Context: an optimization exercise on an open-source flow, tuned for small area. The choices shown serve that exercise and are no tape-out recipe.
Only simulation tests tie the RTL to the original design; equivalence was not proved.
The clock port is modelled as an ideal driver; clocking choices that lean on that would not hold on a real chip.
Power figures rest on the tool's default switching activity, not on a simulated workload.

## irdata_core
module irdata_core (
    input  wire        clk,
    input  wire        rst,           
    input  wire        cmd_valid,
    input  wire [79:0] cmd_word,
    output reg         busy,
    input  wire [7:0]  cap_len,
    output wire [7:0]  cap_addr,
    input  wire [15:0] cap_data,
    output wire        em_valid,
    output wire        em_mark,       
    output reg  [15:0] em_dur,        
    input  wire        em_ready,
    output reg  [2:0]  res_status,
    output reg         res_kind,
    output wire [2:0]  res_ctype,
    output reg  [6:0]  res_bits,
    output reg  [63:0] res_value,
    output wire [7:0]  res_proto
);
Size: about 150 flip-flops, ~220 I/O pins.
export LEC_CHECK = 0
export CAP_MARGIN = 20
export CORE_MARGIN = 2
export CORE_UTILIZATION = 40
export SLEW_MARGIN = 20
create_clock -name core_clock -period 10.0 [get_ports {clk}]
run.sh (not shown) runs the stock make flow with config.mk's settings and CLKGATE_MAP_FILE= SYNTH_SCRIPT=/design/flow/synth_recipe.tcl, a recipe that flattens the netlist after the stock synthesis.
The first run completed without violations.
Rerun with:
==> flow/flow/run.sh (new file) <==
#!/bin/bash
# Layout with ORFS through the standard.sh: standard synthesis, then the
# standard steps with smaller port buffers, no ABC buffers kept, and a clock
# tree of small buffers without dummy loads.
set -euo pipefail
bash standard.sh synth > synth.log 2>&1
bash standard.sh \
  REMOVE_ABC_BUFFERS=1 \
  "BUFFER_PORTS_ARGS=-buffer_cell sky130_fd_sc_hd__buf_1" \
  "CTS_ARGS=-sink_clustering_enable -repair_clock_nets -dont_use_dummy_load -buf_list {sky130_fd_sc_hd__clkbuf_4 sky130_fd_sc_hd__clkbuf_8}" \
  finish > layout.log 2>&1
==> flow/standard.sh (new file) <==
#!/bin/bash
# synth_recipe.tcl (not shown) runs the flow's synth.tcl, then flattens the netlist and writes it again
# the make line also repeats each setting of config.mk as NAME=value (left out here)
make -C /OpenROAD-flow-scripts/flow DESIGN_CONFIG=/design/flow/config.mk WORK_HOME=/design/flow/orfs CLKGATE_MAP_FILE= SYNTH_SCRIPT=/design/flow/synth_recipe.tcl "${@:-finish}"
removed: flow/run.sh
Routed wire length shrinks by a few percent.
Worst hold slack is better by 0.0066 ns.
Final area shrinks by about a fifth.
Die area is unchanged.

* * *

run A:
irdata_core, a different RTL version from the one above (not shown whole).
For scale: about 610 cells after synthesis, roughly 150 flip-flops, ~220 I/O pins, roughly 6500 um2 of cells after synthesis.
Settings: LEC_CHECK=0, CAP_MARGIN=20, CORE_MARGIN=2, CORE_UTILIZATION=55, SLEW_MARGIN=20; clock period 10.0 ns.
standard.sh (not shown) runs the stock make flow with config.mk's settings and CLKGATE_MAP_FILE= SYNTH_SCRIPT=/design/flow/synth_recipe.tcl, a recipe that flattens the netlist after the stock synthesis.
==> flow/flow/run.sh <==
#!/bin/bash
# Layout with ORFS through the standard.sh: the standard synthesis, then
# the standard steps with
#  - buf_1 port buffers,
#  - combinational cells sized down to their smallest drive before the
#    post-placement repair (flow/downsize.tcl),
#  - a clock tree of a clkbuf_8 root and clkbuf_4 leaves without dummy loads,
#    where a leaf whose flip-flops would see a slow clock slew is upsized to
#    clkbuf_8 (flow/clkfix.tcl),
#  - the buffers that placement and CTS repair inserted sized down as far as
#    slew and capacitance limits allow (flow/bufdown.tcl).
# Each make step writes its own log under orfs/logs/; the make output goes to
# synth.log and layout.log here.
set -euo pipefail
here=$PWD
export PRE_RESIZE_TCL=$here/flow/downsize.tcl
export POST_CTS_TCL=$here/flow/postcts.tcl
export CLKFIX_LIMIT_PS=118
bash standard.sh synth > synth.log 2>&1
bash standard.sh \
  "BUFFER_PORTS_ARGS=-buffer_cell sky130_fd_sc_hd__buf_1" \
  "CTS_ARGS=-sink_clustering_enable -repair_clock_nets -dont_use_dummy_load -root_buf sky130_fd_sc_hd__clkbuf_8 -buf_list sky130_fd_sc_hd__clkbuf_4" \
  "PRE_RESIZE_TCL=$here/flow/downsize.tcl" \
  "POST_CTS_TCL=$here/flow/postcts.tcl" \
  finish > layout.log 2>&1
Other scripts of this flow, unchanged in this note and not shown: flow/flow/bufdown.tcl, flow/flow/clkfix.tcl, flow/flow/downsize.tcl, flow/flow/postcts.tcl
Run A: done, clean on timing, DRC and antenna
Input changes introduced in run B (baseline for comparison: run A):
--- a/flow/config.mk
+++ b/flow/config.mk
@@ -10 +10,2 @@
-export CORE_UTILIZATION = 55
+export CORE_UTILIZATION = 40
+export GPL_ROUTABILITY_DRIVEN = 0
Results
- Across run B and run A, the outcome is the same: a clean finish for every run.
- Diff run A -> run B: final instance area increased 80 um2, depth of the critical timing path with buffers and inverters included essentially unchanged, via count increased 0.92%.
- Met2 layer usage reported by global route: run B vs run A down 7.2 points
- Wire length after detailed routing, run B and run A: larger value in run B
> inputs changed (run B -> run C)
--- a/flow/config.mk
+++ b/flow/config.mk
@@ -11 +11 @@
-export GPL_ROUTABILITY_DRIVEN = 0
+export PLACE_DENSITY = 0.8
[summary]
Number of ordinary and repair buffers in the finished layout went up slightly going from run B to run C.
A capture point of the worst path of em_dur[7] is what run C shows, while em_dur[10] belongs to run B.
Comparing run C with run B, the fraction of area in registers came out essentially unchanged.
Cell area after layout of run B is on par with run C.
Between run B and run C, the routed wire length on met2 is lower for run C.
Overall power of the completed layout went up slightly going from run B to run C.
As of run C, internal cell power had risen slightly compared to run B.
Cmp run C vs run B: worst setup slack higher in run C

[separate check: timing with driven ports]
How much do the figures lean on ideal ports? The routed layouts below were timed once more, with nothing changed but the port constraints.
Step 1: set_driving_cell puts a clkbuf_16 on clk and a buf_2 on each other input, an assumption about the parent block.
Step 2 also shifts input and output timing later by t, the mid clock arrival at the registers, as if the neighbouring blocks saw the same clock.
Three values: ideal ports, drivers, drivers and shift; two values: the first two.
| run | t, ns | slack for setup (ns) | worst setup path at the end | slew at the worst register clock pin (ns) |
|---|---|---|---|---|
| the first run of note 1 | 0.453 | 4.131 / 4.093 / 4.546 | register to output | 0.07 / 0.07 |
| the second run of note 1 | 0.453 | 4.759 / 4.724 / 5.177 | register to output | 0.09 / 0.09 |
| run A | 0.447 | 4.755 / 4.719 / 5.077 | input to register | 0.12 / 0.12 |
| run B | 0.432 | 4.558 / 4.524 / 4.956 | register to output | 0.11 / 0.11 |
| run C | 0.444 | 4.781 / 4.746 / 5.190 | register to output | 0.11 / 0.11 |
After both steps every run listed still meets setup and hold.
